Source: an optimization exercise on an open RTL-to-GDS flow (aim: small area, a short achievable clock period and few clock cycles). Production flows keep margins and buffers that such runs may drop. The RTL was checked by simulation tests, not by an equivalence proof against the original design. Power figures rest on the tool's default switching activity, not on a simulated workload.

<file path="flow/config.mk">
export PLATFORM = sky130hd
export DESIGN_NAME = lidar_framer
export DESIGN_NICKNAME = lidar_framer
export VERILOG_FILES = /design/flow/design.v
export SDC_FILE = /design/flow/constraint.sdc
export NUM_CORES = 4
export LEC_CHECK = 0
export CAP_MARGIN = 20
export CORE_MARGIN = 2
export CORE_UTILIZATION = 40
export PLACE_DENSITY = 0.6
export SLEW_MARGIN = 20
</file>
<file path="flow/constraint.sdc">
create_clock -name core_clock -period 10.0 [get_ports {clk}]
set_input_delay 2.0000 -clock core_clock [delete_from_list [all_inputs] [get_ports {clk}]]
set_output_delay 2.0000 -clock core_clock [all_outputs]
set_load 0.01 [all_outputs]
</file>
<file path="flow/design.v">
module lidar_framer #(
    parameter DEPTH = 64
) (
    input  wire         clk,
    input  wire         rst,
    input  wire         cancel,
    input  wire         in_valid,
    input  wire [7:0]   in_data,
    output wire         in_ready,
    output reg          out_valid,
    input  wire         out_ready,
    output reg  [339:0] out_rec,
    output reg          err_valid,
    output reg  [1:0]   err_code,
    output reg          drop_pulse
);
    localparam MIN_LEN = 47;
    localparam CW      = $clog2(DEPTH + 1);
    reg [7:0]    buf_q [0:DEPTH-1];
    reg [CW-1:0] cnt_q;
    wire ge_min   = (cnt_q >= MIN_LEN);
    wire hdr_ok   = (buf_q[0] == 8'h54) && (buf_q[1] == 8'h2C);
    wire active   = !rst && !cancel;
    wire do_drop  = active && ge_min && !hdr_ok;
    wire do_frame = active && ge_min &&  hdr_ok && !out_valid;
    assign in_ready = active && (cnt_q < DEPTH);
    wire push = in_valid && in_ready;
    reg [15:0] calc_sum;
    integer k;
    always @(*) begin
        calc_sum = 16'd0;
        for (k = 0; k < MIN_LEN - 2; k = k + 1)
            calc_sum = calc_sum + {8'd0, buf_q[k]};
    end
    wire [15:0] cks_field = {buf_q[46], buf_q[45]};
    wire        cks_ok    = (calc_sum == cks_field);
    wire [339:0] rec;
    assign rec[15:0]  = {buf_q[3],  buf_q[2]};    
    assign rec[31:16] = {buf_q[5],  buf_q[4]};    
    assign rec[47:32] = {buf_q[44], buf_q[43]};   
    assign rec[51:48] = 4'd12;                    
    genvar p;
    generate
        for (p = 0; p < 12; p = p + 1) begin : g_pt
            assign rec[52+24*p +: 16] = {buf_q[7+3*p], buf_q[6+3*p]};
            assign rec[68+24*p +: 8]  = buf_q[8+3*p];
        end
    endgenerate
    wire [CW-1:0] rm_cnt   = do_frame ? MIN_LEN[CW-1:0] :
                             do_drop  ? {{(CW-1){1'b0}}, 1'b1} : {CW{1'b0}};
    wire [CW-1:0] cnt_left = cnt_q - rm_cnt;
    genvar i;
    generate
        for (i = 0; i < DEPTH; i = i + 1) begin : g_buf
            wire [7:0] shifted1  = (i + 1       < DEPTH) ? buf_q[(i + 1) % DEPTH]       : 8'd0;
            wire [7:0] shifted47 = (i + MIN_LEN < DEPTH) ? buf_q[(i + MIN_LEN) % DEPTH] : 8'd0;
            always @(posedge clk) begin
                if (push && cnt_left == i)
                    buf_q[i] <= in_data;
                else if (do_frame)
                    buf_q[i] <= shifted47;
                else if (do_drop)
                    buf_q[i] <= shifted1;
            end
        end
    endgenerate
    always @(posedge clk) begin
        if (rst)
            cnt_q <= {CW{1'b0}};
        else if (cancel)
            cnt_q <= {CW{1'b0}};
        else
            cnt_q <= cnt_left + {{(CW-1){1'b0}}, push};
    end
    always @(posedge clk) begin
        if (rst) begin
            out_valid  <= 1'b0;
            err_valid  <= 1'b0;
            err_code   <= 2'b00;
            drop_pulse <= 1'b0;
        end else begin
            err_valid  <= do_frame && !cks_ok;
            err_code   <= (do_frame && !cks_ok) ? 2'b11 : 2'b00;
            drop_pulse <= do_drop;
            if (do_frame && cks_ok)
                out_valid <= 1'b1;
            else if (out_valid && out_ready)
                out_valid <= 1'b0;
        end
    end
    always @(posedge clk) begin
        if (do_frame && cks_ok)
            out_rec <= rec;
    end
endmodule
</file>
<file path="flow/run.sh">
#!/bin/bash
# synth_recipe.tcl (not shown) runs the flow's synth.tcl, then flattens the netlist and writes it again
# the make line also repeats each setting of config.mk as NAME=value (left out here)
make -C /OpenROAD-flow-scripts/flow DESIGN_CONFIG=/design/flow/config.mk WORK_HOME=/design/flow/orfs CLKGATE_MAP_FILE= SYNTH_SCRIPT=/design/flow/synth_recipe.tcl finish
</file>
==> run summary <==
# TYPE chip_impl_metric gauge
chip_impl_info{name="run_status",value="complete, no violations"} 1
chip_impl_metric{name="synth.avg_cell_area",unit="µm²"} 13.4
chip_impl_info{name="cts_root_buffer",value="sky130_fd_sc_hd__clkbuf_16"} 1
chip_impl_metric{name="floorplan.rows",unit=""} 123
chip_impl_metric{name="global_route_overflow",unit=""} 0
chip_impl_metric{name="synth_seq_cells",unit=""} 858
chip_impl_metric{name="final_nets",unit=""} 4062
chip_impl_metric{name="initial_cell_density_of_the_core",unit=""} 0.404
chip_impl_metric{name="power_density",unit="nW/µm²"} 150
chip_impl_metric{name="routedWlPerCell",unit="µm"} 26.5
chip_impl_metric{name="number_of_global_route_vias_before_repair",unit=""} 28400
chip_impl_metric{name="gpl.final_weighted_congestion",unit=""} 0.899
chip_impl_metric{name="layout_min_cycle_time",unit="ns"} 9.11
chip_impl_metric{name="drt-total-wl",unit="µm"} 139000
chip_impl_info{name="tritoncts",value="done"} 1
chip_impl_metric{name="worst_vdd_ir",unit="mV"} 0.126
chip_impl_metric{name="detailed_place_hpwl",unit="µm"} 99400
chip_impl_info{name="setup_repair_after_global_routing_missed_its_margin",value="false"} 1
chip_impl_metric{name="drive_gt1_frac",unit=""} 0.122
chip_impl_metric{name="grt_first_pass_wirelength",unit="µm"} 200000
chip_impl_metric{name="grt_max_degree",unit=""} 146
chip_impl_metric{name="post_drt_via_cell_ratio",unit=""} 5.48
chip_impl_metric{name="grtUsageTotal",unit=""} 0.236
chip_impl_metric{name="dp_cells",unit=""} 5060
chip_impl_metric{name="synth_warnings",unit=""} 2
chip_impl_metric{name="die_area",unit="µm²"} 116000
chip_impl_metric{name="worst_path_largest_cell_delay",unit="ns"} 0.66
chip_impl_metric{name="worstMarginPinSlew",unit="ns"} 1.16
chip_impl_info{name="hold_class",value="flip-flop to flip-flop"} 1
chip_impl_info{name="worst-setup-path-type",value="flip-flop to flip-flop"} 1
chip_impl_metric{name="number_of_setup_violations_in_the_final_report",unit=""} 0
chip_impl_info{name="critical-path-top-cell-by-count",value="sky130_fd_sc_hd__fa_1"} 1
chip_impl_metric{name="drt_first_pass_iters",unit=""} 6
chip_impl_metric{name="period_share",unit=""} 0.911
chip_impl_metric{name="number_of_synthesized_flops_with_an_enable_pin",unit=""} 848
chip_impl_metric{name="fmax",unit="MHz"} 110
chip_impl_metric{name="worst_slack",unit="ns"} 0.893
chip_impl_metric{name="ctsResizeCount",unit=""} 0
chip_impl_info{name="synth_flop_cell",value="sky130_fd_sc_hd__edfxtp_1"} 1
chip_impl_metric{name="synthCells",unit=""} 3384
chip_impl_metric{name="final.setup_skew",unit="ns"} 0.0368
chip_impl_metric{name="final_core_utilization",unit=""} 0.474
chip_impl_info{name="critPathCaptureType",value="flip-flop"} 1
chip_impl_metric{name="pin_count",unit=""} 359
chip_impl_info{name="path_cells",value="fa_1, inv_1, fa_1, fa_1, fa_1, fa_1, fa_1, fa_1, fa_1, fa_1, inv_1, ha_2, inv_2, fa_1, nor2b_1, o2111ai_2, a21oi_2, nor4_1, or4_1, or4_4, nor2_4, buf_12"} 1
chip_impl_metric{name="clock_sinks",unit=""} 858
chip_impl_info{name="most-common-layout-cells",value="848 x sky130_fd_sc_hd__edfxtp_1, 391 x sky130_fd_sc_hd__nand2_1, 346 x sky130_fd_sc_hd__clkdlybuf4s50_1, 335 x sky130_fd_sc_hd__fa_1, 306 x sky130_fd_sc_hd__inv_1"} 1
chip_impl_metric{name="drt_drc_violations_left",unit=""} 0
chip_impl_metric{name="via_count",unit=""} 28710
chip_impl_metric{name="synthDistinctLibCells",unit=""} 80
chip_impl_metric{name="cts_htree_levels",unit=""} 3
chip_impl_metric{name="clk_pin_slew",unit="ns"} 0.07
chip_impl_info{name="setup.worst_path.start_class",value="flip-flop"} 1
chip_impl_metric{name="timing.critical_path.fanout_max",unit=""} 145
chip_impl_metric{name="part_of_the_yosys_area_used_for_sequential_elements",unit=""} 0.564
chip_impl_metric{name="die_width",unit="µm"} 341
chip_impl_metric{name="synthesis_to_layout_area_growth",unit="%"} 17.3
chip_impl_metric{name="maxcap_violations",unit=""} 0
chip_impl_metric{name="placement.io_buffers",unit=""} 354
chip_impl_metric{name="fp.coreArea",unit="µm²"} 113000
chip_impl_metric{name="syn_area",unit="µm²"} 45500
chip_impl_metric{name="synth_async_sr_flop_share",unit=""} 0
chip_impl_metric{name="clk_path_buf_depth",unit=""} 3
chip_impl_metric{name="slew_viol_final",unit=""} 0
chip_impl_metric{name="timing.max_slew.rel_slack",unit=""} 0.224
chip_impl_info{name="critical_path_cell_with_the_highest_stage_delay",value="sky130_fd_sc_hd__fa_1"} 1
chip_impl_metric{name="insertion_delay",unit="ns"} 0.70
chip_impl_metric{name="cts_post_setup_buffers_inserted",unit=""} 0
chip_impl_metric{name="timing.critical_path.required",unit="ns"} 10.28
chip_impl_metric{name="final_cell_count_without_fillers",unit=""} 5236
chip_impl_metric{name="cts_hold_buf",unit=""} 0
chip_impl_info{name="final_common_cell",value="sky130_fd_sc_hd__edfxtp_1"} 1
chip_impl_metric{name="cts_buffers",unit=""} 94
chip_impl_metric{name="place_ws",unit="ns"} 1.02
chip_impl_metric{name="detail_route.iter0.violations",unit=""} 3151
chip_impl_metric{name="drt.antenna.violating_nets",unit=""} 0
chip_impl_metric{name="worst-endpoint-arrival",unit="ns"} 9.39
chip_impl_metric{name="hold_viol",unit=""} 0
chip_impl_metric{name="die_height",unit="µm"} 341
chip_impl_metric{name="power.static_leakage",unit="nW"} 20.4
chip_impl_metric{name="grt_antenna_before_repair",unit=""} 5
[report_power, final]
group,internal [W],total (W),switching [W]
Combinational,0.000264,0.000638,0.000374
Clock,0.00194,0.00346,0.00152
Sequential,0.00389,0.00389,0.00000162
Total,0.00610,0.00799,0.00189
[logic make-up after synthesis]
kind of cell,count (synthesis),synth area share
AOI/OAI and AO/OA,503,0.0812
xor gates and xnor gates,29,0.00575
adders and majority gates,393,0.164
buffers and inverters,538,0.0498
DFF,858,0.564
muxes,212,0.0468
other,2,0.000165
and+or+nand+nor,849,0.0886
[worst max-delay path: cells and delay by family (launching register included)]
| kind | cells | cell delay (ns) |
|---|---|---|
| AO/OA/AOI/OAI | 2 | 0.36 |
| AND/OR/NAND/NOR | 5 | 1.50 |
| flip-flops | 1 | 0.46 |
| buffers and inverters | 4 | 0.67 |
| adder cells (fa/ha/maj) | 11 | 5.36 |
[state kept, by name, summed over array words and instances (netlist names)]
name / flops
buf_q: 512
out_rec: 336
cnt_q: 7
drop_pulse: 1
err_code: 1
out_valid: 1
[final timing paths]
| check | cells after the start | slack, ns | end | startpoint |
|---|---|---|---|---|
| worst max-delay path | 22 | 0.89 | out_rec[232] | buf_q[18][2] |
| worst min-delay path | 0 | 0.49 | out_rec[198] | buf_q[24][2] |
| worst max register to register | 22 | 0.89 | out_rec[232] | buf_q[18][2] |
| worst min register to register | 0 | 0.49 | out_rec[198] | buf_q[24][2] |
[metal layers]
| metal | vias up | track usage | wire length, µm | part of all wire |
|---|---|---|---|---|
| li1 | 12448 | - | - | - |
| met1 | 14662 | 0.330 | 57100 | 0.41 |
| met2 | 1385 | 0.376 | 65700 | 0.47 |
| met3 | 211 | 0.0448 | 12000 | 0.086 |
| met4 | 4 | 0.0713 | 3970 | 0.029 |
| met5 | - | 0 | 34 | 0.00024 |
[synth_stat cells, types with 5 or more instances]
| library cell | n | area [µm²] |
|---|---|---|
| sky130_fd_sc_hd__buf_2 | 35 | 175 |
| sky130_fd_sc_hd__buf_6 | 13 | 146 |
| sky130_fd_sc_hd__dfxtp_1 | 10 | 200 |
| sky130_fd_sc_hd__nand2_2 | 18 | 113 |
| sky130_fd_sc_hd__a31o_1 | 6 | 52.6 |
| sky130_fd_sc_hd__xnor2_1 | 23 | 201 |
| sky130_fd_sc_hd__fa_1 | 338 | 6770 |
| sky130_fd_sc_hd__o211ai_1 | 5 | 37.5 |
| sky130_fd_sc_hd__o311ai_2 | 6 | 97.6 |
| sky130_fd_sc_hd__nand2_1 | 391 | 1470 |
| sky130_fd_sc_hd__ha_1 | 55 | 688 |
| sky130_fd_sc_hd__nand2b_1 | 23 | 144 |
| sky130_fd_sc_hd__edfxtp_1 | 848 | 25500 |
| sky130_fd_sc_hd__nand2_4 | 9 | 101 |
| sky130_fd_sc_hd__buf_4 | 27 | 203 |
| sky130_fd_sc_hd__inv_1 | 310 | 1160 |
| sky130_fd_sc_hd__a21oi_2 | 33 | 289 |
| sky130_fd_sc_hd__o311ai_4 | 9 | 236 |
| sky130_fd_sc_hd__o21ai_0 | 164 | 821 |
| sky130_fd_sc_hd__mux2i_1 | 207 | 2070 |
| sky130_fd_sc_hd__a21oi_1 | 100 | 500 |
| sky130_fd_sc_hd__clkbuf_1 | 143 | 537 |
| sky130_fd_sc_hd__mux2_2 | 5 | 56.3 |
| sky130_fd_sc_hd__o21ai_1 | 5 | 25.0 |
| sky130_fd_sc_hd__nand3_1 | 81 | 405 |
| sky130_fd_sc_hd__and2_1 | 9 | 56.3 |
| sky130_fd_sc_hd__a31o_2 | 129 | 1130 |
| sky130_fd_sc_hd__and3_1 | 147 | 920 |
| sky130_fd_sc_hd__o311a_1 | 8 | 80.1 |
| sky130_fd_sc_hd__buf_1 | 7 | 26.3 |
| sky130_fd_sc_hd__nor2_1 | 131 | 492 |
| sky130_fd_sc_hd__xor2_1 | 5 | 43.8 |
[final cells by class]
type                            count  area, µm²
Fill cell                        9880      59300
Inverter                          311       1170
Multi-Input combinational cell   1990      17700
Antenna cell                        1       2.50
Timing Repair Buffer              401       3920
Tap cell                         1500       1880
Sequential cell                   858      25700
Clock inverter                     69        561
Clock buffer                      106       2440
[per-stage QoR]
step / instance area (µm²) / power (W) / hold slack, ns / setup TNS [ns]
6_report: 53400 / 0.00799 / 0.494 / 0
5_1_grt: 53400 / 0.00822 / 0.516 / 0
4_1_cts: 53300 / 0.00803 / 0.504 / 0
3_5_place_dp: 50300 / 0.00459 / 0.485 / 0
3_3_place_gp: 50300 / 0.00460 / 0.477 / 0
2_1_floorplan: 45500 / 0.00445 / 0.426 / -860.90
Testbench counts, summed over its fixed seeds: cycles 15,519.

==> afterwards: timing with drivers on the ports <==
The results above use ideal ports. As a check the final layout listed here was re-extracted and re-timed, cells and wires unchanged.
Step 1: set_driving_cell puts a clkbuf_16 on clk and a buf_2 on each other input, an assumption about the parent block.
Step 2 times the ports against the registers' clock, not the clock port: input delays grow and output delays shrink by t, the midpoint of the rising clock arrivals with the driver on.
a / b / c = no drivers / after step 1 / after step 2; a / b = the first two.
t, ns: 0.756
setup WS [ns]: 0.893 / 0.893 / 0.893
worst hold slack (ns): 0.494 / 0.494 / 0.494
worst setup path after step 2: register to register
worst register clock-pin slew, ns: 0.07 / 0.07
After both steps setup and hold are still met in this run. The setup slack of this run moves by 0.000 ns with the drivers and by 0.000 ns with both steps.
